Background: an optimization exercise with open tools, aiming at a short achievable clock period and few clock cycles. Do not read the settings as production practice. Function was checked by simulation only, so behaviour that the tests miss may differ from the original. Power and IR drop assume default switching activity.

<file path="flow/design.v">
module dpt_rx_scan_step (
    input  wire       have,
    input  wire [7:0] b,
    input  wire       f16, f68, f10, fa2, fdc, fe5, fff, flead,
    input  wire [1:0] mode,
    input  wire [9:0] sp, cp, ep, f16p,
    input  wire [7:0] lead, b1,
    input  wire       t68, tdc, te5,
    input  wire [8:0] total, rem,
    input  wire       r0, r1, r2,         
    input  wire       rem_unk,
    input  wire       k1, k2, k3,         
    input  wire       bad, f16v,
    output reg  [1:0] mode_n,
    output reg  [9:0] cp_n, ep_n, f16p_n,
    output reg  [7:0] lead_n, b1_n,
    output reg        t68_n, tdc_n, te5_n,
    output reg  [8:0] total_n, rem_n,
    output reg        r0_n, r1_n, r2_n,
    output reg        rem_unk_n,
    output reg        k1_n, k2_n, k3_n,
    output reg        bad_n, f16v_n,
    output reg        found,         
    output reg        fail,          
    output reg        back,          
    output reg        spawn          
);
    localparam [1:0] M_SEEK = 2'd0, M_CAND = 2'd1, M_DISC = 2'd2;
    wire rc0 = !rem_unk && r0;
    wire rc1 = !rem_unk && r1;
    wire rc2 = !rem_unk && r2;
    wire chk16   = te5 ? rc0 : tdc ? rc1 : (rc1 || rc2);
    wire bad_now = bad || (chk16 && !f16) || (t68 && k3 && !f68) || (rem_unk && fff);
    wire rem3    = (rem == 9'd3);
    always @(*) begin
        mode_n = mode; cp_n = cp; ep_n = ep; f16p_n = f16p;
        lead_n = lead; b1_n = b1; t68_n = t68; tdc_n = tdc; te5_n = te5;
        total_n = total; rem_n = rem; r0_n = r0; r1_n = r1; r2_n = r2;
        rem_unk_n = rem_unk; k1_n = k1; k2_n = k2; k3_n = k3;
        bad_n = bad; f16v_n = f16v;
        found = 1'b0; fail = 1'b0; back = 1'b0; spawn = 1'b0;
        if (have) begin
            case (mode)
                M_SEEK: begin
                    if (flead) begin
                        mode_n = M_CAND;
                        cp_n = sp;
                        lead_n = b;
                        t68_n = f68; tdc_n = fdc; te5_n = fe5;
                        rem_unk_n = f68;
                        k1_n = 1'b1; k2_n = 1'b0; k3_n = 1'b0;
                        bad_n = 1'b0;
                        f16v_n = 1'b0;
                        total_n = f10 ? 9'd6 : fa2 ? 9'd14 : fdc ? 9'd3 : 9'd1;
                        rem_n   = f10 ? 9'd5 : fa2 ? 9'd13 : fdc ? 9'd2 : 9'd0;
                        r0_n = fe5; r1_n = 1'b0; r2_n = fdc;
                        ep_n    = sp + (f10 ? 10'd7 : fa2 ? 10'd15 : fdc ? 10'd4 : 10'd2);
                    end
                end
                M_CAND: begin
                    if (rc0) begin
                        mode_n = M_SEEK;
                        if (!bad_now) begin
                            found = 1'b1;
                        end else begin
                            fail = 1'b1;
                            if (f16v) begin
                                back = 1'b1;
                            end else if (!f16) begin
                                mode_n = M_DISC;
                            end
                        end
                    end else begin
                        spawn = f16 && !f16v;
                        if (k1) b1_n = b;
                        k1_n = 1'b0; k2_n = k1; k3_n = k2;
                        bad_n = bad_now;
                        f16v_n = f16v || f16;
                        if (!f16v) f16p_n = sp + 10'd1;    
                        rem_unk_n = 1'b0;
                        if (rem_unk) begin
                            rem_n = {1'b0, b} + 9'd4;
                            r0_n = 1'b0; r1_n = 1'b0; r2_n = 1'b0;
                            total_n = 9'd6 + {1'b0, b};
                            ep_n    = sp + 10'd6 + {2'b0, b};
                        end else begin
                            rem_n = rem - 9'd1;
                            r0_n = r1; r1_n = r2; r2_n = rem3;
                        end
                    end
                end
                default: begin   
                    if (f16) mode_n = M_SEEK;
                end
            endcase
        end
    end
endmodule
module dpt_rx_engine (
    input  wire        clk,
    input  wire        rst,
    input  wire        in_valid,
    output wire        in_ready,
    input  wire [1:0]  in_op,
    input  wire [31:0] in_data,
    output wire        ram_we,
    output wire [9:0]  ram_waddr,
    output wire [7:0]  ram_wdata,
    output wire [9:0]  ram_raddr,
    input  wire [7:0]  ram_rdata,
    output wire        mem_we,
    output wire [31:0] mem_addr,
    output wire [7:0]  mem_wdata,
    output wire        resp_valid,
    output wire [31:0] resp_value,
    output wire [9:0]  rxq_size,
    output wire [7:0]  idle_count,
    output reg  [31:0] cnt_rx,
    output reg  [31:0] cnt_overrun,
    output reg  [31:0] cnt_buserr
);
    localparam [7:0] TERM = 8'h16;
    localparam [1:0] M_SEEK = 2'd0,    
                     M_CAND = 2'd1,    
                     M_DISC = 2'd2;    
    localparam QW = 4;                 
    reg        rdy;
    reg [9:0]  head, tail, size;
    reg [7:0]  idle_cnt;
    reg        sem, busy, pend;
    reg [31:0] rx_addr;
    reg        pb_v;
    reg [9:0]  pb_pos;
    reg [7:0]  pb_d;
    reg        pb_16, pb_68, pb_10, pb_a2, pb_dc, pb_e5, pb_ff, pb_lead;
    reg [9:0]  raddr;
    reg [9:0]  fp;                   
    reg        rf1;                  
    reg        rf2;                  
    reg        lost;                 
    reg        q_v;                  
    reg [7:0]  q_d;
    reg        q_16, q_68, q_10, q_a2, q_dc, q_e5, q_ff, q_lead;
    reg        live;                 
    reg [9:0]  sp;                   
    reg        mb;                   
    reg        s_park;               
    reg [9:0]  s_rp;                 
    reg        a_v;
    reg [1:0]  a_mode;
    reg [9:0]  a_cp, a_ep, a_f16p;
    reg [7:0]  a_lead, a_b1;
    reg        a_t68, a_tdc, a_te5;
    reg [8:0]  a_total, a_rem;
    reg        a_r0, a_r1, a_r2, a_rem_unk, a_k1, a_k2, a_k3, a_bad, a_f16v;
    reg        b_v;
    reg [1:0]  b_mode;
    reg [9:0]  b_cp, b_ep, b_f16p;
    reg [7:0]  b_lead, b_b1;
    reg        b_t68, b_tdc, b_te5;
    reg [8:0]  b_total, b_rem;
    reg        b_r0, b_r1, b_r2, b_rem_unk, b_k1, b_k2, b_k3, b_bad, b_f16v;
    reg [9:0]  fq_p2   [0:(1<<QW)-1];
    reg [9:0]  fq_p3   [0:(1<<QW)-1];
    reg [9:0]  fq_ep   [0:(1<<QW)-1];
    reg [9:0]  fq_em1  [0:(1<<QW)-1];
    reg [7:0]  fq_lead [0:(1<<QW)-1];
    reg [7:0]  fq_b1   [0:(1<<QW)-1];
    reg [8:0]  fq_tot  [0:(1<<QW)-1];
    reg [8:0]  fq_tm1  [0:(1<<QW)-1];
    reg [QW:0] q_rd, q_uc, q_wr;
    reg        q_stall;              
    reg        q_tight;              
    reg        ev_mf;                
    reg        ev_sf;                
    reg        ev_take;              
    reg        ev_drop;              
    reg [9:0]  sn_p2, sn_p3, sn_ep, sn_em1, ss_p2, ss_p3, ss_ep, ss_em1;
    reg [7:0]  sn_lead, sn_b1, ss_lead, ss_b1;
    reg [8:0]  sn_tot, sn_tm1, ss_tot, ss_tm1;
    reg        dl;                   
    reg [9:0]  d_ep;                 
    reg        copying;
    reg        c_r;                  
    reg        c_d;                  
    reg        c_b1v;                
    reg [7:0]  c_b1;
    reg [9:0]  c_ptr, c_end;
    reg [8:0]  w_left;
    reg [8:0]  c_tot;
    reg        mem_we_r;
    reg [31:0] mem_addr_r;
    reg [7:0]  mem_wdata_r;
    reg        resp_v;
    reg [31:0] resp_val;
    assign in_ready   = rdy;
    assign ram_we     = pb_v;
    assign ram_waddr  = pb_pos;
    assign ram_wdata  = pb_d;
    assign ram_raddr  = raddr;
    assign mem_we     = mem_we_r;
    assign mem_addr   = mem_addr_r;
    assign mem_wdata  = mem_wdata_r;
    assign resp_valid = resp_v;
    assign resp_value = resp_val;
    assign rxq_size   = size;
    assign idle_count = idle_cnt;
    wire       have = live ? pb_v : q_v;
    wire [7:0] b    = live ? pb_d : q_d;
    wire f16  = live ? pb_16  : q_16;
    wire f68  = live ? pb_68  : q_68;
    wire f10  = live ? pb_10  : q_10;
    wire fa2  = live ? pb_a2  : q_a2;
    wire fdc  = live ? pb_dc  : q_dc;
    wire fe5  = live ? pb_e5  : q_e5;
    wire fff  = live ? pb_ff  : q_ff;
    wire flead = live ? pb_lead : q_lead;
    wire        q_nfull   = q_tight;
    wire        q_nfull_u = q_stall;
    wire        qu        = (q_uc != q_rd);       
    wire        qpend     = ev_mf || ev_sf || ev_take || ev_drop;
    wire step = have && !q_nfull_u;
    wire [1:0] an_mode;
    wire [9:0] an_cp, an_ep, an_f16p;
    wire [7:0] an_lead, an_b1;
    wire       an_t68, an_tdc, an_te5, an_r0, an_r1, an_r2, an_rem_unk, an_k1, an_k2, an_k3;
    wire       an_bad, an_f16v;
    wire [8:0] an_total, an_rem;
    wire       a_found, a_fail, a_back, a_spawn;
    dpt_rx_scan_step u_a (
        .have(step && (!mb || (a_v && !s_park))), .b(b),
        .f16(f16), .f68(f68), .f10(f10), .fa2(fa2), .fdc(fdc), .fe5(fe5), .fff(fff), .flead(flead),
        .mode(a_mode), .sp(sp), .cp(a_cp), .ep(a_ep), .f16p(a_f16p), .lead(a_lead), .b1(a_b1),
        .t68(a_t68), .tdc(a_tdc), .te5(a_te5), .total(a_total), .rem(a_rem),
        .r0(a_r0), .r1(a_r1), .r2(a_r2), .rem_unk(a_rem_unk), .k1(a_k1), .k2(a_k2), .k3(a_k3),
        .bad(a_bad), .f16v(a_f16v),
        .mode_n(an_mode), .cp_n(an_cp), .ep_n(an_ep), .f16p_n(an_f16p),
        .lead_n(an_lead), .b1_n(an_b1), .t68_n(an_t68), .tdc_n(an_tdc), .te5_n(an_te5),
        .total_n(an_total), .rem_n(an_rem), .r0_n(an_r0), .r1_n(an_r1), .r2_n(an_r2),
        .rem_unk_n(an_rem_unk), .k1_n(an_k1), .k2_n(an_k2), .k3_n(an_k3),
        .bad_n(an_bad), .f16v_n(an_f16v),
        .found(a_found), .fail(a_fail), .back(a_back), .spawn(a_spawn)
    );
    wire [1:0] bn_mode;
    wire [9:0] bn_cp, bn_ep, bn_f16p;
    wire [7:0] bn_lead, bn_b1;
    wire       bn_t68, bn_tdc, bn_te5, bn_r0, bn_r1, bn_r2, bn_rem_unk, bn_k1, bn_k2, bn_k3;
    wire       bn_bad, bn_f16v;
    wire [8:0] bn_total, bn_rem;
    wire       b_found, b_fail, b_back, b_spawn;
    dpt_rx_scan_step u_b (
        .have(step && (mb || (b_v && !s_park))), .b(b),
        .f16(f16), .f68(f68), .f10(f10), .fa2(fa2), .fdc(fdc), .fe5(fe5), .fff(fff), .flead(flead),
        .mode(b_mode), .sp(sp), .cp(b_cp), .ep(b_ep), .f16p(b_f16p), .lead(b_lead), .b1(b_b1),
        .t68(b_t68), .tdc(b_tdc), .te5(b_te5), .total(b_total), .rem(b_rem),
        .r0(b_r0), .r1(b_r1), .r2(b_r2), .rem_unk(b_rem_unk), .k1(b_k1), .k2(b_k2), .k3(b_k3),
        .bad(b_bad), .f16v(b_f16v),
        .mode_n(bn_mode), .cp_n(bn_cp), .ep_n(bn_ep), .f16p_n(bn_f16p),
        .lead_n(bn_lead), .b1_n(bn_b1), .t68_n(bn_t68), .tdc_n(bn_tdc), .te5_n(bn_te5),
        .total_n(bn_total), .rem_n(bn_rem), .r0_n(bn_r0), .r1_n(bn_r1), .r2_n(bn_r2),
        .rem_unk_n(bn_rem_unk), .k1_n(bn_k1), .k2_n(bn_k2), .k3_n(bn_k3),
        .bad_n(bn_bad), .f16v_n(bn_f16v),
        .found(b_found), .fail(b_fail), .back(b_back), .spawn(b_spawn)
    );
    wire       s_v     = mb ? a_v : b_v;              
    wire       m_found = mb ? b_found : a_found;
    wire       m_fail  = mb ? b_fail  : a_fail;
    wire       m_back  = mb ? b_back  : a_back;
    wire       m_spawn = mb ? b_spawn : a_spawn;
    wire       n_found = mb ? a_found : b_found;
    wire       n_fail  = mb ? a_fail  : b_fail;
    wire       n_back  = mb ? a_back  : b_back;
    wire [1:0] m_mode  = mb ? b_mode  : a_mode;
    wire [9:0] m_cp    = mb ? b_cp    : a_cp;
    wire [9:0] m_ep    = mb ? b_ep    : a_ep;
    wire [9:0] m_f16p  = mb ? b_f16p  : a_f16p;
    wire [7:0] m_lead  = mb ? b_lead  : a_lead;
    wire [7:0] m_b1    = mb ? b_b1    : a_b1;
    wire [8:0] m_total = mb ? b_total : a_total;
    wire       m_r0    = mb ? b_r0    : a_r0;
    wire       m_r1    = mb ? b_r1    : a_r1;
    wire       m_rem_unk = mb ? b_rem_unk : a_rem_unk;
    wire       m_bad   = mb ? b_bad   : a_bad;
    wire s_act   = s_v && !s_park;
    wire s_found = s_act && n_found && !m_found;   
    wire s_drop  = s_found && q_nfull;
    wire n_bk    = s_act && n_fail && n_back;
    wire park    = step && n_bk && !m_found && !m_fail;
    wire [9:0] s_f16p = mb ? a_f16p : b_f16p;
    wire [9:0] pk_pos  = s_park ? s_rp : s_f16p;
    wire use_park = s_v && (s_park || n_bk);
    wire take    = step && m_fail && s_act && !n_back && !s_drop;
    wire conv    = step && m_fail && use_park;
    wire redirect = step && m_fail && m_back && !take;
    wire s_kill  = step && (m_found || (m_fail && !take) || s_drop);
    wire acc   = in_valid && rdy;
    wire op_b  = (in_op == 2'd0);
    wire op_e  = (in_op == 2'd1);
    wire op_i  = (in_op == 2'd2);
    wire op_r  = (in_op == 2'd3);
    wire idle_zero = (idle_cnt == 8'd0);
    wire full  = (size == 10'd1023);
    wire addr_nz = |in_data;
    wire push   = acc && (op_b || (op_i && idle_zero));
    wire inj    = acc && op_i && idle_zero;
    wire pushed = push && !full;
    wire trig_w = acc && (op_e || (op_i && idle_zero)) && busy;
    wire trig_r = acc && op_r && !busy && sem;
    wire e2a = (m_mode == M_SEEK) && live && pb_v && pb_e5;
    wire e2b = (m_mode == M_CAND) && live && pb_v && !m_rem_unk && m_r1 && !m_bad && pb_16;
    wire e2c = (m_mode == M_CAND) && live && !pb_v && !m_rem_unk && m_r0 && !m_bad;
    wire e2  = !qu && !qpend && (e2a || e2b || e2c);
    wire eager_f = trig_w && qu;
    wire eager_2 = trig_w && op_i && !full && e2;
    wire lazy    = (trig_w && !eager_f && !eager_2) || trig_r;
    wire [QW-1:0] qh = q_rd[QW-1:0];
    wire [9:0] s_p2_d  = qu ? fq_p2[qh]   : m_cp + 10'd2;
    wire [9:0] s_p3_d  = qu ? fq_p3[qh]   : m_cp + 10'd3;
    wire [9:0] s_ep_d  = qu ? fq_ep[qh]   : e2a ? pb_pos + 10'd2 : m_ep;
    wire [9:0] s_em1_d = qu ? fq_em1[qh]  : m_ep - 10'd1;
    wire [7:0] s_lead_d= qu ? fq_lead[qh] : e2a ? 8'hE5 : m_lead;
    wire [7:0] s_b1_d  = qu ? fq_b1[qh]   : m_b1;
    wire [8:0] s_tot_d = qu ? fq_tot[qh]  : e2a ? 9'd1 : m_total;
    wire [8:0] s_tm1_d = qu ? fq_tm1[qh]  : e2a ? 9'd0 : m_total - 9'd1;
    wire settled   = live && !pb_v && !qpend;       
    reg  settled_q;                                 
    reg  [9:0] wt_size;                             
    wire pend_x    = pend && !busy;                 
    wire pend_f    = pend && busy && qu;
    wire pend_wait = pend && busy && !qu && settled && settled_q;
    wire deliver   = eager_f || eager_2 || pend_f;
    wire [9:0] wt   = (m_mode == M_CAND) ? m_cp : head;     
    wire [9:0] first  = s_p2_d;
    wire [9:0] s_end  = s_em1_d;
    wire       copy_rd = copying && (c_ptr != c_end);
    wire [9:0] sp_inc  = sp + 10'd1;
    wire [9:0] rd_pos  = use_park ? pk_pos  : m_f16p;
    wire [9:0] fp_inc  = fp + 10'd1;
    wire       at_head  = (sp == head);
    wire       at_head1 = (sp_inc == head);
    wire       fp_head  = (fp == head);
    wire [9:0] sp_n    = redirect ? rd_pos : step ? sp_inc : sp;
    wire live_n = !redirect && (live ? (step || !pb_v) : ((step && at_head1) || at_head));
    wire restart = (live && !live_n) || redirect || (!live && have && !step) || lost;
    wire s_issue = !live_n && !copying && !restart && !fp_head;
    wire [9:0] fp_next = restart ? sp_n : ((copying || fp_head) ? fp : fp_inc);
    always @(posedge clk) begin
        pb_pos  <= head;
        pb_d    <= op_b ? in_data[7:0] : TERM;
        pb_16   <= op_b ? (in_data[7:0] == TERM) : 1'b1;
        pb_68   <= op_b && (in_data[7:0] == 8'h68);
        pb_10   <= op_b && (in_data[7:0] == 8'h10);
        pb_a2   <= op_b && (in_data[7:0] == 8'hA2);
        pb_dc   <= op_b && (in_data[7:0] == 8'hDC);
        pb_e5   <= op_b && (in_data[7:0] == 8'hE5);
        pb_ff   <= op_b && (in_data[7:0] == 8'hFF);
        pb_lead <= op_b && ((in_data[7:0] == 8'h10) || (in_data[7:0] == 8'h68) ||
                            (in_data[7:0] == 8'hA2) || (in_data[7:0] == 8'hDC) ||
                            (in_data[7:0] == 8'hE5));
        q_d  <= ram_rdata;
        q_16 <= (ram_rdata == TERM);
        q_68 <= (ram_rdata == 8'h68);
        q_10 <= (ram_rdata == 8'h10);
        q_a2 <= (ram_rdata == 8'hA2);
        q_dc <= (ram_rdata == 8'hDC);
        q_e5 <= (ram_rdata == 8'hE5);
        q_ff <= (ram_rdata == 8'hFF);
        q_lead <= (ram_rdata == 8'h10) || (ram_rdata == 8'h68) || (ram_rdata == 8'hA2) ||
                  (ram_rdata == 8'hDC) || (ram_rdata == 8'hE5);
        if (acc && op_r && !busy) rx_addr <= in_data;
        if (park) s_rp <= s_f16p;
        if (step) begin
            a_cp <= an_cp; a_ep <= an_ep; a_lead <= an_lead; a_b1 <= an_b1;
            a_t68 <= an_t68; a_tdc <= an_tdc; a_te5 <= an_te5; a_total <= an_total;
            a_rem <= an_rem; a_r0 <= an_r0; a_r1 <= an_r1; a_r2 <= an_r2;
            a_rem_unk <= an_rem_unk; a_k1 <= an_k1; a_k2 <= an_k2; a_k3 <= an_k3;
            a_bad <= an_bad; a_f16v <= an_f16v; a_f16p <= an_f16p;
            b_cp <= bn_cp; b_ep <= bn_ep; b_lead <= bn_lead; b_b1 <= bn_b1;
            b_t68 <= bn_t68; b_tdc <= bn_tdc; b_te5 <= bn_te5; b_total <= bn_total;
            b_rem <= bn_rem; b_r0 <= bn_r0; b_r1 <= bn_r1; b_r2 <= bn_r2;
            b_rem_unk <= bn_rem_unk; b_k1 <= bn_k1; b_k2 <= bn_k2; b_k3 <= bn_k3;
            b_bad <= bn_bad; b_f16v <= bn_f16v; b_f16p <= bn_f16p;
        end
        sn_p2 <= m_cp + 10'd2; sn_p3 <= m_cp + 10'd3;
        sn_ep <= m_ep; sn_em1 <= m_ep - 10'd1;
        sn_lead <= m_lead; sn_b1 <= m_b1; sn_tot <= m_total; sn_tm1 <= m_total - 9'd1;
        ss_p2 <= (mb ? a_cp : b_cp) + 10'd2;  ss_p3 <= (mb ? a_cp : b_cp) + 10'd3;
        ss_ep <= mb ? a_ep : b_ep;  ss_em1 <= (mb ? a_ep : b_ep) - 10'd1;
        ss_lead <= mb ? a_lead : b_lead; ss_b1 <= mb ? a_b1 : b_b1;
        ss_tot <= mb ? a_total : b_total; ss_tm1 <= (mb ? a_total : b_total) - 9'd1;
        if (ev_mf) begin
            fq_p2[q_uc[QW-1:0]] <= sn_p2; fq_p3[q_uc[QW-1:0]] <= sn_p3;
            fq_ep[q_uc[QW-1:0]] <= sn_ep; fq_em1[q_uc[QW-1:0]] <= sn_em1;
            fq_lead[q_uc[QW-1:0]] <= sn_lead; fq_b1[q_uc[QW-1:0]] <= sn_b1;
            fq_tot[q_uc[QW-1:0]] <= sn_tot; fq_tm1[q_uc[QW-1:0]] <= sn_tm1;
        end else if (ev_sf) begin
            fq_p2[q_wr[QW-1:0]] <= ss_p2; fq_p3[q_wr[QW-1:0]] <= ss_p3;
            fq_ep[q_wr[QW-1:0]] <= ss_ep; fq_em1[q_wr[QW-1:0]] <= ss_em1;
            fq_lead[q_wr[QW-1:0]] <= ss_lead; fq_b1[q_wr[QW-1:0]] <= ss_b1;
            fq_tot[q_wr[QW-1:0]] <= ss_tot; fq_tm1[q_wr[QW-1:0]] <= ss_tm1;
        end
        d_ep <= s_ep_d;
        wt_size <= (m_mode != M_CAND) ? 10'd0 : mb ? head - b_cp : head - a_cp;
        mem_addr_r  <= copying ? mem_addr_r + 32'd1 : rx_addr;
        mem_wdata_r <= !copying ? s_lead_d : c_b1v ? c_b1 : ram_rdata;
        resp_val    <= (acc && op_r && !addr_nz) ? ~in_data :
                       {23'd0, copying ? c_tot : s_tot_d};
        if (!copying) begin
            c_tot       <= s_tot_d;
            w_left      <= s_tm1_d;
            c_b1        <= s_b1_d;
            c_end       <= s_end;
            c_ptr       <= s_p3_d;
        end else begin
            if (c_b1v || c_d) w_left <= w_left - 9'd1;
            if (copy_rd) c_ptr <= c_ptr + 10'd1;
        end
        if (deliver)       raddr <= first;
        else if (copy_rd)  raddr <= c_ptr;
        else               raddr <= fp;
        fp <= fp_next;
    end
    always @(posedge clk) begin
        if (rst) begin
            rdy <= 1'b1;
            head <= 10'd0; tail <= 10'd0; size <= 10'd0;
            idle_cnt <= 8'd0;
            sem <= 1'b0; busy <= 1'b0; pend <= 1'b0; dl <= 1'b0;
            cnt_rx <= 32'd0; cnt_overrun <= 32'd0; cnt_buserr <= 32'd0;
            pb_v <= 1'b0;
            rf1 <= 1'b0; rf2 <= 1'b0; q_v <= 1'b0; lost <= 1'b0;
            live <= 1'b1; sp <= 10'd0; mb <= 1'b0; s_park <= 1'b0;
            a_v <= 1'b0; a_mode <= M_SEEK; b_v <= 1'b0; b_mode <= M_SEEK;
            q_rd <= 0; q_uc <= 0; q_wr <= 0; q_stall <= 1'b0; q_tight <= 1'b0;
            ev_mf <= 1'b0; ev_sf <= 1'b0; ev_take <= 1'b0; ev_drop <= 1'b0;
            settled_q <= 1'b0;
            copying <= 1'b0; c_r <= 1'b0; c_d <= 1'b0; c_b1v <= 1'b0;
            mem_we_r <= 1'b0; resp_v <= 1'b0;
        end else begin
            if (acc && op_b) cnt_rx <= cnt_rx + 32'd1;
            if (acc && op_e) cnt_buserr <= cnt_buserr + 32'd1;
            if (push && full) cnt_overrun <= cnt_overrun + 32'd1;
            if (acc && (op_b || op_e)) idle_cnt <= 8'd0;
            else if (acc && op_i && idle_cnt != 8'd255) idle_cnt <= idle_cnt + 8'd1;
            pb_v <= pushed;
            if (pushed) head <= head + 10'd1;
            if (trig_w) sem <= 1'b0;
            else if (acc && (op_e || (op_i && idle_zero))) sem <= 1'b1;
            if (acc && op_r && addr_nz && !busy) busy <= 1'b1;
            live <= live_n;
            sp   <= sp_n;
            if (step) begin
                a_mode <= an_mode;
                b_mode <= bn_mode;
                if (mb) begin
                    if (take)          a_v <= 1'b1;
                    else if (m_spawn) begin a_v <= 1'b1; a_mode <= M_SEEK; end
                    else if (s_kill)   a_v <= 1'b0;
                    if (take)          b_v <= 1'b0;
                end else begin
                    if (take)          b_v <= 1'b1;
                    else if (m_spawn) begin b_v <= 1'b1; b_mode <= M_SEEK; end
                    else if (s_kill)   b_v <= 1'b0;
                    if (take)          a_v <= 1'b0;
                end
                if (take) mb <= !mb;
                if (take || m_spawn || s_kill) s_park <= 1'b0;
                else if (park) s_park <= 1'b1;
            end
            ev_mf   <= step && m_found;
            ev_sf   <= step && s_found && !s_drop && !eager_2;
            ev_take <= take || conv;
            ev_drop <= step && ((m_fail && !take && !use_park) || s_drop);
            begin : queue_update
                reg [QW:0] rd_n, uc_n, wr_n, n_u, n_a;
                rd_n = q_rd; uc_n = q_uc; wr_n = q_wr;
                if (deliver && qu) rd_n = q_rd + 1'b1;
                if (ev_mf) begin
                    uc_n = q_uc + 1'b1;
                    wr_n = q_uc + 1'b1;
                end else if (ev_sf) begin
                    wr_n = q_wr + 1'b1;
                    if (ev_take) uc_n = q_wr + 1'b1;
                end else if (ev_take) begin
                    uc_n = q_wr;
                end else if (ev_drop) begin
                    wr_n = q_uc;
                end
                n_u = uc_n - q_rd;
                n_a = wr_n - q_rd;
                if (eager_2) wr_n = uc_n;
                q_rd <= rd_n; q_uc <= uc_n; q_wr <= wr_n;
                q_stall <= (n_u >= (1 << QW) - 1);
                q_tight <= (n_a >= (1 << QW) - 2);
            end
            if (lazy) begin
                pend <= 1'b1;
                rdy  <= 1'b0;
            end
            dl <= deliver;
            settled_q <= settled;
            if (pend_x) begin
                pend <= 1'b0;
                rdy  <= 1'b1;
            end
            if (pend_wait) begin
                pend <= 1'b0;
                rdy  <= 1'b1;
                sem  <= 1'b0;
                tail <= wt;
                size <= wt_size;
                if (m_mode == M_DISC) begin
                    if (mb) b_mode <= M_SEEK; else a_mode <= M_SEEK;
                end
            end else if (dl) begin
                tail <= d_ep;
                size <= head - d_ep;
            end else begin
                size <= pushed ? size + 10'd1 : size;
            end
            if (eager_2) begin
                if (mb) begin b_mode <= M_SEEK; a_v <= 1'b0; end
                else    begin a_mode <= M_SEEK; b_v <= 1'b0; end
                sp   <= head;
                live <= 1'b1;
            end
            rf1  <= s_issue && !deliver && !copy_rd;
            lost <= s_issue && (deliver || copy_rd);
            rf2  <= rf1 && !restart;
            q_v  <= rf2 && !restart && !live_n;
            c_d  <= c_r;
            mem_we_r <= 1'b0;
            resp_v   <= 1'b0;
            if (deliver) begin
                busy     <= 1'b0;
                pend     <= 1'b0;
                sem      <= 1'b0;
                rdy      <= 1'b0;
                copying  <= (s_tot_d != 9'd1);
                mem_we_r <= 1'b1;
                resp_v   <= (s_tot_d == 9'd1);
                c_b1v    <= (s_tot_d != 9'd1);
                c_r      <= (s_tot_d > 9'd2);
            end else begin
                c_b1v <= 1'b0;
                c_r   <= copy_rd;
                if (c_b1v || c_d) begin
                    mem_we_r <= 1'b1;
                    if (w_left == 9'd1) begin
                        resp_v  <= 1'b1;
                        copying <= 1'b0;
                    end
                end
                if (acc && op_r && !addr_nz) resp_v <= 1'b1;
            end
            if (resp_v && !rdy && !pend) rdy <= 1'b1;
        end
    end
endmodule
</file>
<file path="flow/flow/run.sh">
#!/bin/bash
# Standard ORFS flow (the standard.sh), with the resizer free to change a
# cell's footprint while it repairs timing, and aiming for more setup slack.
set -o pipefail
bash standard.sh MATCH_CELL_FOOTPRINT=0 SETUP_SLACK_MARGIN=5.3 finish > standard.log 2>&1
</file>
<file path="flow/standard.sh">
#!/bin/bash
# synth_recipe.tcl (not shown) runs the flow's synth.tcl, then flattens the netlist and writes it again
# the make line also repeats each setting of config.mk as NAME=value (left out here)
make -C /OpenROAD-flow-scripts/flow DESIGN_CONFIG=/design/flow/config.mk WORK_HOME=/design/flow/orfs CLKGATE_MAP_FILE= SYNTH_SCRIPT=/design/flow/synth_recipe.tcl "${@:-finish}"
</file>
<file path="flow/config.mk">
export PLATFORM = sky130hd
export DESIGN_NAME = dpt_rx_engine
export DESIGN_NICKNAME = dpt_rx_engine
export VERILOG_FILES = /design/flow/design.v
export SDC_FILE = /design/flow/constraint.sdc
export NUM_CORES = 4
export LEC_CHECK = 0
export ABC_CLOCK_PERIOD_IN_PS = 2500
export CAP_MARGIN = 20
export CORE_MARGIN = 2
export CORE_UTILIZATION = 40
export PLACE_DENSITY = 0.6
export SETUP_SLACK_MARGIN = 5.0
export SLEW_MARGIN = 20
</file>
<file path="flow/constraint.sdc">
create_clock -name core_clock -period 8.0 [get_ports {clk}]
set_input_delay 1.6000 -clock core_clock [delete_from_list [all_inputs] [get_ports {clk}]]
set_output_delay 1.6000 -clock core_clock [all_outputs]
set_load 0.01 [all_outputs]
</file>
==> results of run 1 <==
-- per-stage QoR --
stage / util [%] / hold slack (ps)
floorplan: - / 329.0
global placement: 43.41 / 425.9
detailed placement: 43.41 / 440.3
CTS: 49.72 / 439.5
global route: 50.96 / 461.2
finish: 50.97 / 443.0
-- final cells by class --
type                            count  area (um2)  share of cell area [%]
Timing Repair Buffer              839        9274                   9.361
Clock inverter                    119        1257                   1.269
Tap cell                         2542        3181                   3.210
Multi-Input combinational cell   2753       26430                   26.68
Inverter                          150       591.8                  0.5974
Sequential cell                  1911       53060                   53.56
Antenna cell                        2       5.005                0.005052
Clock buffer                      243        5273                   5.322
-- power by group through the flow --
stage | clock [mW] | combinational [mW] | sequential (mW)
finish | 9.24 | 0.556 | 10.7
global route | 9.75 | 0.591 | 10.7
CTS | 9.37 | 0.525 | 10.7
detailed placement | 0 | 0.460 | 10.9
global placement | 0 | 0.457 | 10.9
floorplan | 0 | 0.225 | 10.9
-- sequential cells by signal (all words and copies together), names as in the netlist, 128 cells and up, named ones only --
signal / cells
fq_em1: 160
fq_ep: 160
fq_p2: 160
fq_p3: 160
fq_tm1: 144
fq_tot: 144
fq_b1: 128
fq_lead: 128
-- synth_stat cells (6+ instances only) --
cell and n:
sky130_fd_sc_hd__mux2i_1 81, sky130_fd_sc_hd__xnor2_1 179, sky130_fd_sc_hd__a21o_1 15, sky130_fd_sc_hd__nor4_1 41
sky130_fd_sc_hd__or2_2 12, sky130_fd_sc_hd__and3_1 46, sky130_fd_sc_hd__buf_2 55, sky130_fd_sc_hd__nor3b_1 20
sky130_fd_sc_hd__clkbuf_1 160, sky130_fd_sc_hd__fa_1 6, sky130_fd_sc_hd__nor2_1 398, sky130_fd_sc_hd__dfxtp_1 486
sky130_fd_sc_hd__buf_6 6, sky130_fd_sc_hd__or3_1 38, sky130_fd_sc_hd__ha_1 80, sky130_fd_sc_hd__nor3_1 94
sky130_fd_sc_hd__mux4_2 368, sky130_fd_sc_hd__buf_1 26, sky130_fd_sc_hd__o211ai_1 13, sky130_fd_sc_hd__nand2b_1 26
sky130_fd_sc_hd__xor2_1 170, sky130_fd_sc_hd__nand4b_1 9, sky130_fd_sc_hd__o21bai_1 6, sky130_fd_sc_hd__mux2_2 177
sky130_fd_sc_hd__a21oi_1 161, sky130_fd_sc_hd__nor2b_1 19, sky130_fd_sc_hd__a31oi_1 21, sky130_fd_sc_hd__and2_1 17
sky130_fd_sc_hd__inv_1 147, sky130_fd_sc_hd__o21ai_0 125, sky130_fd_sc_hd__a221oi_1 8, sky130_fd_sc_hd__nand3_1 105
sky130_fd_sc_hd__o22ai_1 7, sky130_fd_sc_hd__and4_1 7, sky130_fd_sc_hd__nand2_1 282, sky130_fd_sc_hd__a211oi_1 39
sky130_fd_sc_hd__edfxtp_1 1425, sky130_fd_sc_hd__o31ai_1 16, sky130_fd_sc_hd__nand4_1 58
-- repair_timing --
item                                    in CTS  in global routing
setup buffers                              326                125
resized for setup                         1608                272
endpoints found under the hold margin        0                  0
endpoints found under the setup margin    2465                759
pin swaps                                   70                 88
gates cloned                                44                 16
hold buffers                                 0                  0
-- tightest hold or removal path: cells and delay by family, from the launching register on --
family | cells | cell delay (ps)
DFF | 1 | 290
AOI/OAI and AO/OA | 1 | 60
and+or+nand+nor | 1 | 50
-- how the worst min path moves through the flow --
stage,from,endpoint,slack (ps),cells past startpoint
after global routing,head[0]$_SDFFE_PP0P_,pb_pos[0]$_DFF_P_,460,0
after global placement,c_r$_SDFF_PP0_,c_d$_SDFF_PP0_,430,1
after floorplan,head[9]$_SDFFE_PP0P_,pb_pos[9]$_DFF_P_,330,0
after CTS,wt_size[0]$_SDFF_PP0_,size[0]$_SDFFE_PP0P_,440,2
final,wt_size[0]$_SDFF_PP0_,size[0]$_SDFFE_PP0P_,440,2
after detailed placement,wt_size[0]$_SDFF_PP0_,size[0]$_SDFFE_PP0P_,440,2
-- per-layer routing --
| metal | up-vias | global-route usage [%] |
|---|---|---|
| met3 | 392 | 3.428 |
| met2 | 2043 | 37.08 |
| met1 | 25213 | 31.73 |
| met5 | - | 0 |
| met4 | 4 | 6.785 |
| li1 | 20895 | - |
-- cell families after synthesis --
group,synth area share (%)
DFF,67.24
and+or+nand+nor,7.388
muxes,14.24
AOI/OAI and AO/OA,3.707
buffers and inverters,2.073
xor gates and xnor gates,3.914
adders and majority gates,1.435
-- layout by cell type, fill, tap and decap left out, types with 31 or more instances in the layout --
cell type / Yosys / routed
sky130_fd_sc_hd__a211oi_1: 39 / 33
sky130_fd_sc_hd__a21oi_1: 161 / 130
sky130_fd_sc_hd__and3_1: 46 / 42
sky130_fd_sc_hd__buf_12: 0 / 55
sky130_fd_sc_hd__buf_4: 2 / 389
sky130_fd_sc_hd__buf_6: 6 / 253
sky130_fd_sc_hd__clkbuf_16: 0 / 230
sky130_fd_sc_hd__clkdlybuf4s50_1: 0 / 31
sky130_fd_sc_hd__clkinv_2: 0 / 41
sky130_fd_sc_hd__dfxtp_1: 486 / 258
sky130_fd_sc_hd__dfxtp_2: 0 / 127
sky130_fd_sc_hd__dfxtp_4: 0 / 101
sky130_fd_sc_hd__edfxtp_1: 1425 / 1425
sky130_fd_sc_hd__ha_1: 80 / 66
sky130_fd_sc_hd__inv_1: 147 / 114
sky130_fd_sc_hd__mux2_2: 177 / 165
sky130_fd_sc_hd__mux2i_1: 81 / 52
sky130_fd_sc_hd__mux4_2: 368 / 368
sky130_fd_sc_hd__nand2_1: 282 / 262
sky130_fd_sc_hd__nand3_1: 105 / 88
sky130_fd_sc_hd__nand4_1: 58 / 58
sky130_fd_sc_hd__nor2_1: 398 / 363
sky130_fd_sc_hd__nor2_4: 0 / 33
sky130_fd_sc_hd__nor3_1: 94 / 71
sky130_fd_sc_hd__o21ai_0: 125 / 84
sky130_fd_sc_hd__or3_1: 38 / 33
sky130_fd_sc_hd__xnor2_1: 179 / 174
sky130_fd_sc_hd__xor2_1: 170 / 169
==> out/results.tsv, run 1 <==
stage	metric	value	unit
critical_path	cell class contributing the biggest share of worst-path delay	compound AO/OA/AOI/OAI gates	
sta	slew margin rel.	29.33	%
critical_path	worst path required time	8750	ps
critical_path	slack of the worst reg-to-reg path	4890	ps
sta	post-layout minimum cycle time	3112	ps
final_layout	Finished Layout Cells	8559	
power_and_ir_drop	leakage power figure	33.85	nW
floorplan	Die X	445.9	um
sta	Worst Skew	63.76	ps
critical_path	number of cells on the critical path	11	
placed_design	number of input and output port buffers inserted	262	
placed_design	minimum setup slack after placement	2557	ps
grt	vias in the first global route	47077	
floorplan	I/O pin count	263	
sta	# setup viols final	0	
critical_path	largest driver fanout on the critical path	5	
synthesis	number of library cell types mapped by synthesis	85	
clock_network	clock latency on the worst-skew pair	870	ps
sta	Max Transition Viols Final	0	
sta	portion of the clock cycle consumed by the worst path in the final layout	38.90	%
detailed_routing	Antenna Violating Nets Remaining	0	
run_status	status	no timing/DRC/antenna violations	
floorplan	DIE AREA	0.1988	mm2
critical_path	startpoint kind of the worst setup timing path	flop	
critical_path	capture point of the critical path	copying$_SDFFE_PP0P_	
worst_hold_path	kind of path behind the tightest hold check	flop to flop	
job	max-capacitance violation count	0	
clock_network	clock tree from TritonCTS	done	
synthesis	largest area contributor in the synthesized netlist	sky130_fd_sc_hd__edfxtp_1	
grt	first-pass GRT wire length	331100	um
power_and_ir_drop	proportion of power drawn by combinational gates	2.7	%
final_layout	number of filler instances in the final layout	15851	
clock_network	clk slew on worst S/H paths	60	ps
floorplan	standard cell core area	0.1944	mm2
grt	GRT Residual Overflow	0	
critical_path	end of the worst register-to-register path	copying$_SDFFE_PP0P_	
power_and_ir_drop	portion of total power attributed to the clock network	45.0	%
power_and_ir_drop	switching power	4.465	mW
power_and_ir_drop	Power Internal	16.06	mW
clock_network	total clock sinks	1911	
critical_path	Register-to-Register Path Depth	11	
clock_network	count of H-tree levels built during CTS	4	
detailed_routing	DRT iter0 DRCs	4554	
sta	smallest setup slack after layout	4888	ps
floorplan	die height	445.9	um
floorplan	number of core rows	162	
synthesis	synthesized area	0.07810	mm2
final_layout	ratio of cells with drive above 1 in the final layout	37.57	%
synthesis	synthesized area per cell	15.47	um2
synthesis	Yosys reg bits	1911	
critical_path	Arr. time, crit path	3860	ps
critical_path	longest individual stage delay on the worst path	500	ps
detailed_routing	detailed-routed wire length on met3	16860	um
detailed_routing	total via count after detailed routing	48547	
grt	pin count of the biggest net entering global routing	79	
sta	Max Clock Freq	0.3214	GHz
sta	final hold violations	0	
synthesis	Yosys top cell area share	54.79	%
detailed_routing	detail-routed via count per cell	5.672	
critical_path	category of the worst setup path capture point	flop	
synthesis	ys async rst share	0	%
critical_path	master of the slowest instance on the critical path	sky130_fd_sc_hd__mux4_2	
detailed_routing	wire length after detailed routing	233600	um
power_and_ir_drop	fraction of power consumed by sequential logic	52.3	%
clock_network	largest buffer count on any clock path	3	
detailed_routing	total length of routed met2 wires	111200	um
synthesis	number of synthesized flops with an enable pin	1425	
detailed_routing	DR pass1 iterations	6	
synthesis	synthesized net count	5180	
power_and_ir_drop	share of total power consumed by net switching	21.75	%
sta	Setup Total Neg Slack	0	ps
synthesis	dominant synthesized flop cell	sky130_fd_sc_hd__edfxtp_1	
detailed_routing	Met1 Wirelength	97630	um
critical_path	crit path cell chain	buf_4, buf_12, buf_16, mux4_2, nor2b_1, a211o_1, o32a_1, a2111oi_4, and4b_1, nor3_2, a31o_1	
clock_network	CTS Buf Count	192	
final_layout	post-layout net count	5978	
synthesis	largest cells by area after synthesis	sky130_fd_sc_hd__edfxtp_1, sky130_fd_sc_hd__dfxtp_1, sky130_fd_sc_hd__mux4_2, sky130_fd_sc_hd__mux2_2, sky130_fd_sc_hd__xnor2_1	
critical_path	count of buffering cells on the critical path with inverters included	3	
clock_network	buffer type at the clock tree root	sky130_fd_sc_hd__clkbuf_16	
final_layout	Post-Layout Inst Area	0.09907	mm2
synthesis	sequential fraction of the synthesis area	67.24	%
grt	overall fraction of global-route tracks in use	22.81	%
detailed_routing	WL/cell	27.29	um
sta	RSZ-0062 raised after global routing	true	
critical_path	critical path class	flop to flop	
floorplan	effective utilization at floorplan	40.18	%
sta	transition time at the pin with the least slew margin	1059	ps
power_and_ir_drop	post-route total power	20.53	mW
synthesis	count of synthesis-stage warnings from yosys	2	
placed_design	final RePlAce weighted congestion	0.8631	
grt	antenna violations before repair	10	
placed_design	half-perimeter wire length of the detailed placement result	128300	um
power_and_ir_drop	areal power density over the cells	207.2	mW/mm2
power_and_ir_drop	maximum vdd ir drop	0.0001901	V
placed_design	total placed cells including tap cells	7684	
placed_design	post-placement cell area	0.08437	mm2
final_layout	area added between synthesis and finish	26.85	%
detailed_routing	Top Layer Used	met5	
detailed_routing	drc violations	0	
synthesis	cell count after synthesis	5049	
Testbench counts, summed over its fixed seeds: cycles 110,992.
==> run 2, diff against run 1 <==
--- a/flow/design.v
+++ b/flow/design.v
@@ -73,6 +73,7 @@
                     end else begin
                         spawn = f16 && !f16v;
                         if (k1) b1_n = b;
+                        if (k2 && t68) ep_n = cp + {1'b0, total} + 10'd1;
                         k1_n = 1'b0; k2_n = k1; k3_n = k2;
                         bad_n = bad_now;
                         f16v_n = f16v || f16;
@@ -82,7 +83,6 @@
                             rem_n = {1'b0, b} + 9'd4;
                             r0_n = 1'b0; r1_n = 1'b0; r2_n = 1'b0;
                             total_n = 9'd6 + {1'b0, b};
-                            ep_n    = sp + 10'd6 + {2'b0, b};
                         end else begin
                             rem_n = rem - 9'd1;
                             r0_n = r1; r1_n = r2; r2_n = rem3;
@@ -132,6 +132,7 @@
     reg        pb_v;
     reg [9:0]  pb_pos;
     reg [7:0]  pb_d;
+    reg        pl_v;
     reg        pb_16, pb_68, pb_10, pb_a2, pb_dc, pb_e5, pb_ff, pb_lead;
     reg [9:0]  raddr;
     reg [9:0]  fp;                   
@@ -161,13 +162,11 @@
     reg [8:0]  b_total, b_rem;
     reg        b_r0, b_r1, b_r2, b_rem_unk, b_k1, b_k2, b_k3, b_bad, b_f16v;
     reg [9:0]  fq_p2   [0:(1<<QW)-1];
-    reg [9:0]  fq_p3   [0:(1<<QW)-1];
     reg [9:0]  fq_ep   [0:(1<<QW)-1];
-    reg [9:0]  fq_em1  [0:(1<<QW)-1];
     reg [7:0]  fq_lead [0:(1<<QW)-1];
     reg [7:0]  fq_b1   [0:(1<<QW)-1];
     reg [8:0]  fq_tot  [0:(1<<QW)-1];
-    reg [8:0]  fq_tm1  [0:(1<<QW)-1];
+    reg        fq_t1   [0:(1<<QW)-1];
     reg [QW:0] q_rd, q_uc, q_wr;
     reg        q_stall;              
     reg        q_tight;              
@@ -175,9 +174,10 @@
     reg        ev_sf;                
     reg        ev_take;              
     reg        ev_drop;              
-    reg [9:0]  sn_p2, sn_p3, sn_ep, sn_em1, ss_p2, ss_p3, ss_ep, ss_em1;
+    reg [9:0]  sn_p2, sn_ep, ss_p2, ss_ep;
     reg [7:0]  sn_lead, sn_b1, ss_lead, ss_b1;
-    reg [8:0]  sn_tot, sn_tm1, ss_tot, ss_tm1;
+    reg [8:0]  sn_tot, ss_tot;
+    reg        sn_t1, ss_t1;
     reg        dl;                   
     reg [9:0]  d_ep;                 
     reg        copying;
@@ -205,16 +205,16 @@
     assign resp_value = resp_val;
     assign rxq_size   = size;
     assign idle_count = idle_cnt;
-    wire       have = live ? pb_v : q_v;
-    wire [7:0] b    = live ? pb_d : q_d;
-    wire f16  = live ? pb_16  : q_16;
-    wire f68  = live ? pb_68  : q_68;
-    wire f10  = live ? pb_10  : q_10;
-    wire fa2  = live ? pb_a2  : q_a2;
-    wire fdc  = live ? pb_dc  : q_dc;
-    wire fe5  = live ? pb_e5  : q_e5;
-    wire fff  = live ? pb_ff  : q_ff;
-    wire flead = live ? pb_lead : q_lead;
+    wire       have = pl_v || q_v;
+    wire [7:0] b    = pl_v ? pb_d : q_d;
+    wire f16  = pb_16  || q_16;
+    wire f68  = pb_68  || q_68;
+    wire f10  = pb_10  || q_10;
+    wire fa2  = pb_a2  || q_a2;
+    wire fdc  = pb_dc  || q_dc;
+    wire fe5  = pb_e5  || q_e5;
+    wire fff  = pb_ff  || q_ff;
+    wire flead = pb_lead || q_lead;
     wire        q_nfull   = q_tight;
     wire        q_nfull_u = q_stall;
     wire        qu        = (q_uc != q_rd);       
@@ -278,6 +278,7 @@
     wire [7:0] m_b1    = mb ? b_b1    : a_b1;
     wire [8:0] m_total = mb ? b_total : a_total;
     wire       m_r0    = mb ? b_r0    : a_r0;
+    wire       m_te5   = mb ? b_te5   : a_te5;
     wire       m_r1    = mb ? b_r1    : a_r1;
     wire       m_rem_unk = mb ? b_rem_unk : a_rem_unk;
     wire       m_bad   = mb ? b_bad   : a_bad;
@@ -306,8 +307,8 @@
     wire pushed = push && !full;
     wire trig_w = acc && (op_e || (op_i && idle_zero)) && busy;
     wire trig_r = acc && op_r && !busy && sem;
-    wire e2a = (m_mode == M_SEEK) && live && pb_v && pb_e5;
-    wire e2b = (m_mode == M_CAND) && live && pb_v && !m_rem_unk && m_r1 && !m_bad && pb_16;
+    wire e2a = (m_mode == M_SEEK) && pl_v && pb_e5;
+    wire e2b = (m_mode == M_CAND) && pl_v && !m_rem_unk && m_r1 && !m_bad && pb_16;
     wire e2c = (m_mode == M_CAND) && live && !pb_v && !m_rem_unk && m_r0 && !m_bad;
     wire e2  = !qu && !qpend && (e2a || e2b || e2c);
     wire eager_f = trig_w && qu;
@@ -315,13 +316,11 @@
     wire lazy    = (trig_w && !eager_f && !eager_2) || trig_r;
     wire [QW-1:0] qh = q_rd[QW-1:0];
     wire [9:0] s_p2_d  = qu ? fq_p2[qh]   : m_cp + 10'd2;
-    wire [9:0] s_p3_d  = qu ? fq_p3[qh]   : m_cp + 10'd3;
     wire [9:0] s_ep_d  = qu ? fq_ep[qh]   : e2a ? pb_pos + 10'd2 : m_ep;
-    wire [9:0] s_em1_d = qu ? fq_em1[qh]  : m_ep - 10'd1;
     wire [7:0] s_lead_d= qu ? fq_lead[qh] : e2a ? 8'hE5 : m_lead;
     wire [7:0] s_b1_d  = qu ? fq_b1[qh]   : m_b1;
     wire [8:0] s_tot_d = qu ? fq_tot[qh]  : e2a ? 9'd1 : m_total;
-    wire [8:0] s_tm1_d = qu ? fq_tm1[qh]  : e2a ? 9'd0 : m_total - 9'd1;
+    wire       s_t1_d  = qu ? fq_t1[qh]   : e2a || m_te5;    
     wire settled   = live && !pb_v && !qpend;       
     reg  settled_q;                                 
     reg  [9:0] wt_size;                             
@@ -331,8 +330,9 @@
     wire deliver   = eager_f || eager_2 || pend_f;
     wire [9:0] wt   = (m_mode == M_CAND) ? m_cp : head;     
     wire [9:0] first  = s_p2_d;
-    wire [9:0] s_end  = s_em1_d;
-    wire       copy_rd = copying && (c_ptr != c_end);
+    wire [9:0] c_nx    = c_ptr + 10'd1;
+    wire [9:0] c_nx2   = c_ptr + 10'd2;
+    wire       copy_rd = copying && (c_nx2 != c_end);
     wire [9:0] sp_inc  = sp + 10'd1;
     wire [9:0] rd_pos  = use_park ? pk_pos  : m_f16p;
     wire [9:0] fp_inc  = fp + 10'd1;
@@ -343,30 +343,13 @@
     wire live_n = !redirect && (live ? (step || !pb_v) : ((step && at_head1) || at_head));
     wire restart = (live && !live_n) || redirect || (!live && have && !step) || lost;
     wire s_issue = !live_n && !copying && !restart && !fp_head;
+    wire qg = rf2 && !restart && !live_n;
+    wire pg = pushed && (live_n || eager_2);
     wire [9:0] fp_next = restart ? sp_n : ((copying || fp_head) ? fp : fp_inc);
     always @(posedge clk) begin
         pb_pos  <= head;
         pb_d    <= op_b ? in_data[7:0] : TERM;
-        pb_16   <= op_b ? (in_data[7:0] == TERM) : 1'b1;
-        pb_68   <= op_b && (in_data[7:0] == 8'h68);
-        pb_10   <= op_b && (in_data[7:0] == 8'h10);
-        pb_a2   <= op_b && (in_data[7:0] == 8'hA2);
-        pb_dc   <= op_b && (in_data[7:0] == 8'hDC);
-        pb_e5   <= op_b && (in_data[7:0] == 8'hE5);
-        pb_ff   <= op_b && (in_data[7:0] == 8'hFF);
-        pb_lead <= op_b && ((in_data[7:0] == 8'h10) || (in_data[7:0] == 8'h68) ||
-                            (in_data[7:0] == 8'hA2) || (in_data[7:0] == 8'hDC) ||
-                            (in_data[7:0] == 8'hE5));
         q_d  <= ram_rdata;
-        q_16 <= (ram_rdata == TERM);
-        q_68 <= (ram_rdata == 8'h68);
-        q_10 <= (ram_rdata == 8'h10);
-        q_a2 <= (ram_rdata == 8'hA2);
-        q_dc <= (ram_rdata == 8'hDC);
-        q_e5 <= (ram_rdata == 8'hE5);
-        q_ff <= (ram_rdata == 8'hFF);
-        q_lead <= (ram_rdata == 8'h10) || (ram_rdata == 8'h68) || (ram_rdata == 8'hA2) ||
-                  (ram_rdata == 8'hDC) || (ram_rdata == 8'hE5);
         if (acc && op_r && !busy) rx_addr <= in_data;
         if (park) s_rp <= s_f16p;
         if (step) begin
@@ -381,23 +364,19 @@
             b_rem_unk <= bn_rem_unk; b_k1 <= bn_k1; b_k2 <= bn_k2; b_k3 <= bn_k3;
             b_bad <= bn_bad; b_f16v <= bn_f16v; b_f16p <= bn_f16p;
         end
-        sn_p2 <= m_cp + 10'd2; sn_p3 <= m_cp + 10'd3;
-        sn_ep <= m_ep; sn_em1 <= m_ep - 10'd1;
-        sn_lead <= m_lead; sn_b1 <= m_b1; sn_tot <= m_total; sn_tm1 <= m_total - 9'd1;
-        ss_p2 <= (mb ? a_cp : b_cp) + 10'd2;  ss_p3 <= (mb ? a_cp : b_cp) + 10'd3;
-        ss_ep <= mb ? a_ep : b_ep;  ss_em1 <= (mb ? a_ep : b_ep) - 10'd1;
+        sn_p2 <= m_cp + 10'd2; sn_ep <= m_ep;
+        sn_lead <= m_lead; sn_b1 <= m_b1; sn_tot <= m_total; sn_t1 <= m_te5;
+        ss_p2 <= (mb ? a_cp : b_cp) + 10'd2; ss_ep <= mb ? a_ep : b_ep;
         ss_lead <= mb ? a_lead : b_lead; ss_b1 <= mb ? a_b1 : b_b1;
-        ss_tot <= mb ? a_total : b_total; ss_tm1 <= (mb ? a_total : b_total) - 9'd1;
+        ss_tot <= mb ? a_total : b_total; ss_t1 <= mb ? a_te5 : b_te5;
         if (ev_mf) begin
-            fq_p2[q_uc[QW-1:0]] <= sn_p2; fq_p3[q_uc[QW-1:0]] <= sn_p3;
-            fq_ep[q_uc[QW-1:0]] <= sn_ep; fq_em1[q_uc[QW-1:0]] <= sn_em1;
+            fq_p2[q_uc[QW-1:0]] <= sn_p2; fq_ep[q_uc[QW-1:0]] <= sn_ep;
             fq_lead[q_uc[QW-1:0]] <= sn_lead; fq_b1[q_uc[QW-1:0]] <= sn_b1;
-            fq_tot[q_uc[QW-1:0]] <= sn_tot; fq_tm1[q_uc[QW-1:0]] <= sn_tm1;
+            fq_tot[q_uc[QW-1:0]] <= sn_tot; fq_t1[q_uc[QW-1:0]] <= sn_t1;
         end else if (ev_sf) begin
-            fq_p2[q_wr[QW-1:0]] <= ss_p2; fq_p3[q_wr[QW-1:0]] <= ss_p3;
-            fq_ep[q_wr[QW-1:0]] <= ss_ep; fq_em1[q_wr[QW-1:0]] <= ss_em1;
+            fq_p2[q_wr[QW-1:0]] <= ss_p2; fq_ep[q_wr[QW-1:0]] <= ss_ep;
             fq_lead[q_wr[QW-1:0]] <= ss_lead; fq_b1[q_wr[QW-1:0]] <= ss_b1;
-            fq_tot[q_wr[QW-1:0]] <= ss_tot; fq_tm1[q_wr[QW-1:0]] <= ss_tm1;
+            fq_tot[q_wr[QW-1:0]] <= ss_tot; fq_t1[q_wr[QW-1:0]] <= ss_t1;
         end
         d_ep <= s_ep_d;
         wt_size <= (m_mode != M_CAND) ? 10'd0 : mb ? head - b_cp : head - a_cp;
@@ -407,16 +386,16 @@
                        {23'd0, copying ? c_tot : s_tot_d};
         if (!copying) begin
             c_tot       <= s_tot_d;
-            w_left      <= s_tm1_d;
+            w_left      <= s_tot_d;
             c_b1        <= s_b1_d;
-            c_end       <= s_end;
-            c_ptr       <= s_p3_d;
+            c_end       <= s_ep_d;
+            c_ptr       <= s_p2_d;
         end else begin
             if (c_b1v || c_d) w_left <= w_left - 9'd1;
-            if (copy_rd) c_ptr <= c_ptr + 10'd1;
+            if (copy_rd) c_ptr <= c_nx;
         end
         if (deliver)       raddr <= first;
-        else if (copy_rd)  raddr <= c_ptr;
+        else if (copy_rd)  raddr <= c_nx;
         else               raddr <= fp;
         fp <= fp_next;
     end
@@ -428,7 +407,9 @@
             sem <= 1'b0; busy <= 1'b0; pend <= 1'b0; dl <= 1'b0;
             cnt_rx <= 32'd0; cnt_overrun <= 32'd0; cnt_buserr <= 32'd0;
             pb_v <= 1'b0;
-            rf1 <= 1'b0; rf2 <= 1'b0; q_v <= 1'b0; lost <= 1'b0;
+            rf1 <= 1'b0; rf2 <= 1'b0; q_v <= 1'b0; lost <= 1'b0; pl_v <= 1'b0;
+            {pb_16, pb_68, pb_10, pb_a2, pb_dc, pb_e5, pb_ff, pb_lead} <= 8'd0;
+            {q_16, q_68, q_10, q_a2, q_dc, q_e5, q_ff, q_lead} <= 8'd0;
             live <= 1'b1; sp <= 10'd0; mb <= 1'b0; s_park <= 1'b0;
             a_v <= 1'b0; a_mode <= M_SEEK; b_v <= 1'b0; b_mode <= M_SEEK;
             q_rd <= 0; q_uc <= 0; q_wr <= 0; q_stall <= 1'b0; q_tight <= 1'b0;
@@ -527,7 +508,27 @@
             rf1  <= s_issue && !deliver && !copy_rd;
             lost <= s_issue && (deliver || copy_rd);
             rf2  <= rf1 && !restart;
-            q_v  <= rf2 && !restart && !live_n;
+            q_v  <= qg;
+            q_16 <= qg && (ram_rdata == TERM);
+            q_68 <= qg && (ram_rdata == 8'h68);
+            q_10 <= qg && (ram_rdata == 8'h10);
+            q_a2 <= qg && (ram_rdata == 8'hA2);
+            q_dc <= qg && (ram_rdata == 8'hDC);
+            q_e5 <= qg && (ram_rdata == 8'hE5);
+            q_ff <= qg && (ram_rdata == 8'hFF);
+            q_lead <= qg && ((ram_rdata == 8'h10) || (ram_rdata == 8'h68) || (ram_rdata == 8'hA2) ||
+                             (ram_rdata == 8'hDC) || (ram_rdata == 8'hE5));
+            pl_v    <= pg;
+            pb_16   <= pg && (op_b ? (in_data[7:0] == TERM) : 1'b1);
+            pb_68   <= pg && op_b && (in_data[7:0] == 8'h68);
+            pb_10   <= pg && op_b && (in_data[7:0] == 8'h10);
+            pb_a2   <= pg && op_b && (in_data[7:0] == 8'hA2);
+            pb_dc   <= pg && op_b && (in_data[7:0] == 8'hDC);
+            pb_e5   <= pg && op_b && (in_data[7:0] == 8'hE5);
+            pb_ff   <= pg && op_b && (in_data[7:0] == 8'hFF);
+            pb_lead <= pg && op_b && ((in_data[7:0] == 8'h10) || (in_data[7:0] == 8'h68) ||
+                                      (in_data[7:0] == 8'hA2) || (in_data[7:0] == 8'hDC) ||
+                                      (in_data[7:0] == 8'hE5));
             c_d  <= c_r;
             mem_we_r <= 1'b0;
             resp_v   <= 1'b0;
@@ -536,17 +537,17 @@
                 pend     <= 1'b0;
                 sem      <= 1'b0;
                 rdy      <= 1'b0;
-                copying  <= (s_tot_d != 9'd1);
+                copying  <= !s_t1_d;
                 mem_we_r <= 1'b1;
-                resp_v   <= (s_tot_d == 9'd1);
-                c_b1v    <= (s_tot_d != 9'd1);
-                c_r      <= (s_tot_d > 9'd2);
+                resp_v   <= s_t1_d;
+                c_b1v    <= !s_t1_d;
+                c_r      <= !s_t1_d;
             end else begin
                 c_b1v <= 1'b0;
                 c_r   <= copy_rd;
                 if (c_b1v || c_d) begin
                     mem_we_r <= 1'b1;
-                    if (w_left == 9'd1) begin
+                    if (w_left == 9'd2) begin
                         resp_v  <= 1'b1;
                         copying <= 1'b0;
                     end
==> flow/flow/run.sh (replaced) <==
#!/bin/bash
# Standard ORFS flow (the standard.sh), with the resizer free to change a
# cell's footprint while it repairs timing, and aiming for more setup slack.
set -o pipefail
bash standard.sh MATCH_CELL_FOOTPRINT=0 SETUP_SLACK_MARGIN=5.5 finish > standard.log 2>&1
==> run 2 against run 1 <==
Net effect:
- flip-flop and latch count shrank 503
- core utilization grew 3.1 points
- sequential share of layout area shrank 4.7 points
- clock power shrank 24%
- worst setup slack gained 180 ps
- synthesized area shrank 25%
- register-to-register slack gained 200 ps
- worst hold slack lost 24 ps
==> out/results.tsv, run 2 <==
stage	metric	value	unit	change
run_status	status	no timing/DRC/antenna violations		
power_and_ir_drop	areal power density over the cells	196.4	mW/mm2	-5.2%
critical_path	cell class contributing the biggest share of worst-path delay	flip-flops		
sta	portion of the clock cycle consumed by the worst path in the final layout	36.63	%	-2.3 points
synthesis	count of synthesis-stage warnings from yosys	2		unchanged
final_layout	area taken by flip-flops and latches	0.03855	mm2	-27%
final_layout	most frequent cells in the layout	sky130_fd_sc_hd__edfxtp_1, sky130_fd_sc_hd__buf_4, sky130_fd_sc_hd__nor2_1, sky130_fd_sc_hd__buf_6, sky130_fd_sc_hd__mux4_2		
detailed_routing	drc violations	0		unchanged
final_layout	ratio of cells with drive above 1 in the final layout	43.03	%	+5.5 points
grt	pin count of the biggest net entering global routing	97		+23%
critical_path	master of the slowest instance on the critical path	sky130_fd_sc_hd__dfxtp_4		
grt	GRT Residual Overflow	0		unchanged
sta	Max Clock Freq	0.3412	GHz	+6.2%
sta	Max Transition Viols Final	0		unchanged
critical_path	category of the worst setup path capture point	output pin		
job	max-capacitance violation count	0		unchanged
critical_path	slack of the worst reg-to-reg path	5090	ps	+200 ps
sta	# setup viols final	0		unchanged
final_layout	area used by multi-input combinational logic	0.02277	mm2	-14%
synthesis	dominant synthesized flop cell	sky130_fd_sc_hd__edfxtp_1		
clock_network	clock latency on the worst-skew pair	810	ps	-60 ps
synthesis	number of library cell types mapped by synthesis	94		+11%
floorplan	DIE AREA	0.1504	mm2	-24%
floorplan	Die X	387.8	um	-13%
critical_path	number of cells on the critical path	1		-10
sta	slew margin rel.	33.48	%	+4.2 points
critical_path	Register-to-Register Path Depth	9		-2
critical_path	critical path class	flop to output pin		
synthesis	Synth Area in Simple Gates	8.941	%	+1.6 points
clock_network	buffer type at the clock tree root	sky130_fd_sc_hd__clkbuf_16		
detailed_routing	Antenna Violating Nets Remaining	0		unchanged
floorplan	die height	387.8	um	-13%
detailed_routing	wire length after detailed routing	192500	um	-18%
worst_hold_path	kind of path behind the tightest hold check	flop to flop		
placed_design	final RePlAce weighted congestion	0.8685		+0.63%
synthesis	Synth Area in Compound Gates	5.475	%	+1.8 points
synthesis	Adder-Cell Fraction of Synth Area	1.831	%	+0.40 points
critical_path	crit path cell chain	buf_6		
critical_path	largest driver fanout on the critical path	2		-3
power_and_ir_drop	maximum vdd ir drop	0.0002200	V	+16%
synthesis	sequential fraction of the synthesis area	64.44	%	-2.8 points
synthesis	synthesized area	0.05891	mm2	-25%
detailed_routing	WL/cell	27.36	um	+0.25%
critical_path	count of buffering cells on the critical path with inverters included	1		-2
critical_path	longest individual stage delay on the worst path	400	ps	-100 ps
grt	vias in the first global route	39055		-17%
clock_network	count of H-tree levels built during CTS	4		unchanged
synthesis	synthesized area per cell	14.23	um2	-8.0%
critical_path	worst path required time	6400	ps	-2350 ps
detailed_routing	detail-routed via count per cell	5.711		+0.69%
clock_network	CTS Buf Count	149		-22%
sta	Setup Total Neg Slack	0	ps	unchanged
synthesis	number of synthesized flops with an enable pin	977		-31%
synthesis	XOR/XNOR share of the synthesized area	4.519	%	+0.61 points
detailed_routing	total via count after detailed routing	40177		-17%
power_and_ir_drop	post-route total power	15.49	mW	-25%
final_layout	most common cell after layout, fill and taps aside	sky130_fd_sc_hd__edfxtp_1		
synthesis	largest area contributor in the synthesized netlist	sky130_fd_sc_hd__edfxtp_1		
placed_design	number of input and output port buffers inserted	262		unchanged
floorplan	effective utilization at floorplan	40.38	%	+0.20 points
grt	antenna violations before repair	6		-4
detailed_routing	DR pass1 iterations	5		-1
final_layout	post-layout net count	5118		-14%
critical_path	end of the worst register-to-register path	sp[6]$_SDFF_PP0_		
final_layout	area added between synthesis and finish	33.87	%	
sta	transition time at the pin with the least slew margin	996.4	ps	-62.51 ps
synthesis	Yosys reg bits	1408		-26%
clock_network	total clock sinks	1408		-26%
sta	post-layout minimum cycle time	2931	ps	-181.2 ps
floorplan	standard cell core area	0.1459	mm2	-25%
synthesis	largest cells by area after synthesis	sky130_fd_sc_hd__edfxtp_1, sky130_fd_sc_hd__dfxtp_1, sky130_fd_sc_hd__mux4_2, sky130_fd_sc_hd__mux2_2, sky130_fd_sc_hd__nor2_1		
placed_design	half-perimeter wire length of the detailed placement result	108000	um	-16%
critical_path	worst reg2reg path startpoint	b_rem_unk$_SDFFCE_PP0P_		
synthesis	share of cell area taken by muxes after synthesis	12.66	%	-1.6 points
detailed_routing	DRT iter0 DRCs	4055		-11%
sta	final hold violations	0		unchanged
floorplan	I/O pin count	263		unchanged
synthesis	synthesized net count	4267		-18%
floorplan	number of core rows	140		-14%
critical_path	startpoint kind of the worst setup timing path	flop		
clock_network	number of hold buffers added after cts	0		unchanged
synthesis	combinational family with the most area after synthesis	multiplexers		
power_and_ir_drop	leakage power figure	27.70	nW	-18%
critical_path	capture point of the critical path	ram_wdata[4]		
clock_network	clock tree from TritonCTS	done		
synthesis	cell count after synthesis	4140		-18%
synthesis	most used standard cell by instance count after synthesis	sky130_fd_sc_hd__edfxtp_1		
critical_path	crit path from	pb_d[4]$_SDFF_PN1_		
synthesis	ys async rst share	0	%	unchanged
clock_network	clk slew on worst S/H paths	60	ps	about the same
critical_path	Arr. time, crit path	1330	ps	-2530 ps
final_layout	number of filler instances in the final layout	11570		-27%
grt	first-pass GRT wire length	273300	um	-17%
clock_network	largest buffer count on any clock path	3		unchanged
sta	Worst Skew	43.24	ps	-20.52 ps
grt	overall fraction of global-route tracks in use	24.89	%	+2.1 points
synthesis	Yosys top cell area share	49.80	%	-5.0 points
sta	RSZ-0062 raised after global routing	true		
synthesis	ranking of synthesized cells by instance count	sky130_fd_sc_hd__edfxtp_1, sky130_fd_sc_hd__dfxtp_1, sky130_fd_sc_hd__nor2_1		
==> run 2: changes by cell type in the layout (fill, tap and decap cells not counted), moves of 26 or more <==
cell / change
sky130_fd_sc_hd__mux2_2: -26
sky130_fd_sc_hd__clkbuf_16: -51
sky130_fd_sc_hd__edfxtp_1: -448
sky130_fd_sc_hd__buf_4: +29
sky130_fd_sc_hd__xnor2_1: -33
sky130_fd_sc_hd__buf_6: +32
sky130_fd_sc_hd__nand2_1: -69
sky130_fd_sc_hd__inv_1: -27
sky130_fd_sc_hd__a21oi_2: +26
sky130_fd_sc_hd__dfxtp_1: -66
sky130_fd_sc_hd__mux4_2: -138
sky130_fd_sc_hd__nor2_1: -61
==> run 2: routing by layer <==
metal  global-route usage, %  part of all wire [%]  vias to the layer above
li1                        -                     -                    17361
met5                       0                0.0042                        -
met1                   34.19                    41                    20575
met4                   10.06                   4.4                        2
met2                   38.26                    45                     1890
met3                   5.620                   9.1                      349
==> run 2: how the worst min path moves through the flow <==
| stage | start | endpoint | slack (ps) | depth (start not counted) |
|---|---|---|---|---|
| 6_report | wt_size[8]$_SDFF_PP0_ | size[8]$_SDFFE_PP0P_ | 420 | 2 |
| 5_1_grt | wt_size[8]$_SDFF_PP0_ | size[8]$_SDFFE_PP0P_ | 430 | 2 |
| 4_1_cts | wt_size[8]$_SDFF_PP0_ | size[8]$_SDFFE_PP0P_ | 420 | 2 |
| 3_5_place_dp | c_r$_SDFF_PP0_ | c_d$_SDFF_PP0_ | 430 | 1 |
| 3_3_place_gp | c_tot[0]$_DFF_P_ | c_tot[0]$_DFF_P_ | 440 | 2 |
| 2_1_floorplan | head[9]$_SDFFE_PP0P_ | pb_pos[9]$_DFF_P_ | 330 | 0 |
==> run 2: layout make-up <==
type | instances | area share, %
Timing Repair Buffer | 891 | 12.29
Multi-Input combinational cell | 2430 | 28.87
Clock buffer | 213 | 5.316
Sequential cell | 1408 | 48.88
Clock inverter | 62 | 0.9900
Tap cell | 1917 | 3.041
Timing Repair inverter | 2 | 0.02221
Inverter | 109 | 0.5822
Antenna cell | 3 | 0.009519
==> run 2: logic make-up after synthesis <==
family                   Yosys count
XOR/XNOR                         304
adder cells (fa/ha/maj)           82
AND/OR/NAND/NOR                 1086
buffers and inverters            313
flip-flops                      1408
AO/OA/AOI/OAI                    509
multiplexers                     438
==> run 2: what timing repair did <==
| item | 4_1_cts | 5_1_grt |
|---|---|---|
| gates cloned | 44 | 8 |
| setup endpoints to repair | 2270 | 1088 |
| buffers inserted | 401 | 120 |
| gates resized for setup | 1864 | 322 |
| pin swaps | 152 | 158 |
==> run 2: report_power, final <==
| part | switching [mW] | total (mW) | internal [mW] |
|---|---|---|---|
| clock network | 3.01 | 7.03 | 4.02 |
| logic | 0.288 | 0.548 | 0.260 |
| registers | 0.143 | 7.91 | 7.77 |
==> run 2: stage by stage <==
step	util [%]	worst slack [ps]	instance area, um2	hold slack [ps]	instances
after floorplan	-	4445	59700	329.0	4140
after CTS	52.28	5009	76280	416.8	6904
after detailed placement	44.04	3144	64270	430.1	6184
final	54.05	5069	78870	419.4	7035
after global routing	54.05	4991	78860	427.8	7034
after global placement	43.99	3106	64190	435.1	6180
Testbench counts of run 2, summed over its fixed seeds: cycles 110,992.

separate check: timing with driven ports:
The flow's constraints put no driver on any port. The routed layouts listed below were extracted and timed again, unchanged, in two steps. Step 1: set_driving_cell puts a clkbuf_16 on clk and a buf_2 on each other input, an assumption about the parent block. Step 2 times the ports against the registers' clock, not the clock port: input delays grow and output delays shrink by t, the midpoint of the rising clock arrivals with the driver on. Three values: ideal, step 1, step 2; two values: the first two.
run | t (ns) | setup WS [ns] | worst hold slack (ns) | worst setup path after step 2 | cell pins on the clock port's net
run 1 | 0.935 | 4.888 / 4.888 / 4.306 | 0.443 / 0.443 / 0.443 | input to register | 1
run 2 | 0.869 | 5.069 / 4.992 / 4.245 | 0.419 / 0.419 / 0.419 | input to register | 1
After both steps every run listed still meets setup and hold. The setup slack of run 2, which loses most, moves by -0.077 ns with the drivers and by -0.824 ns with both steps.
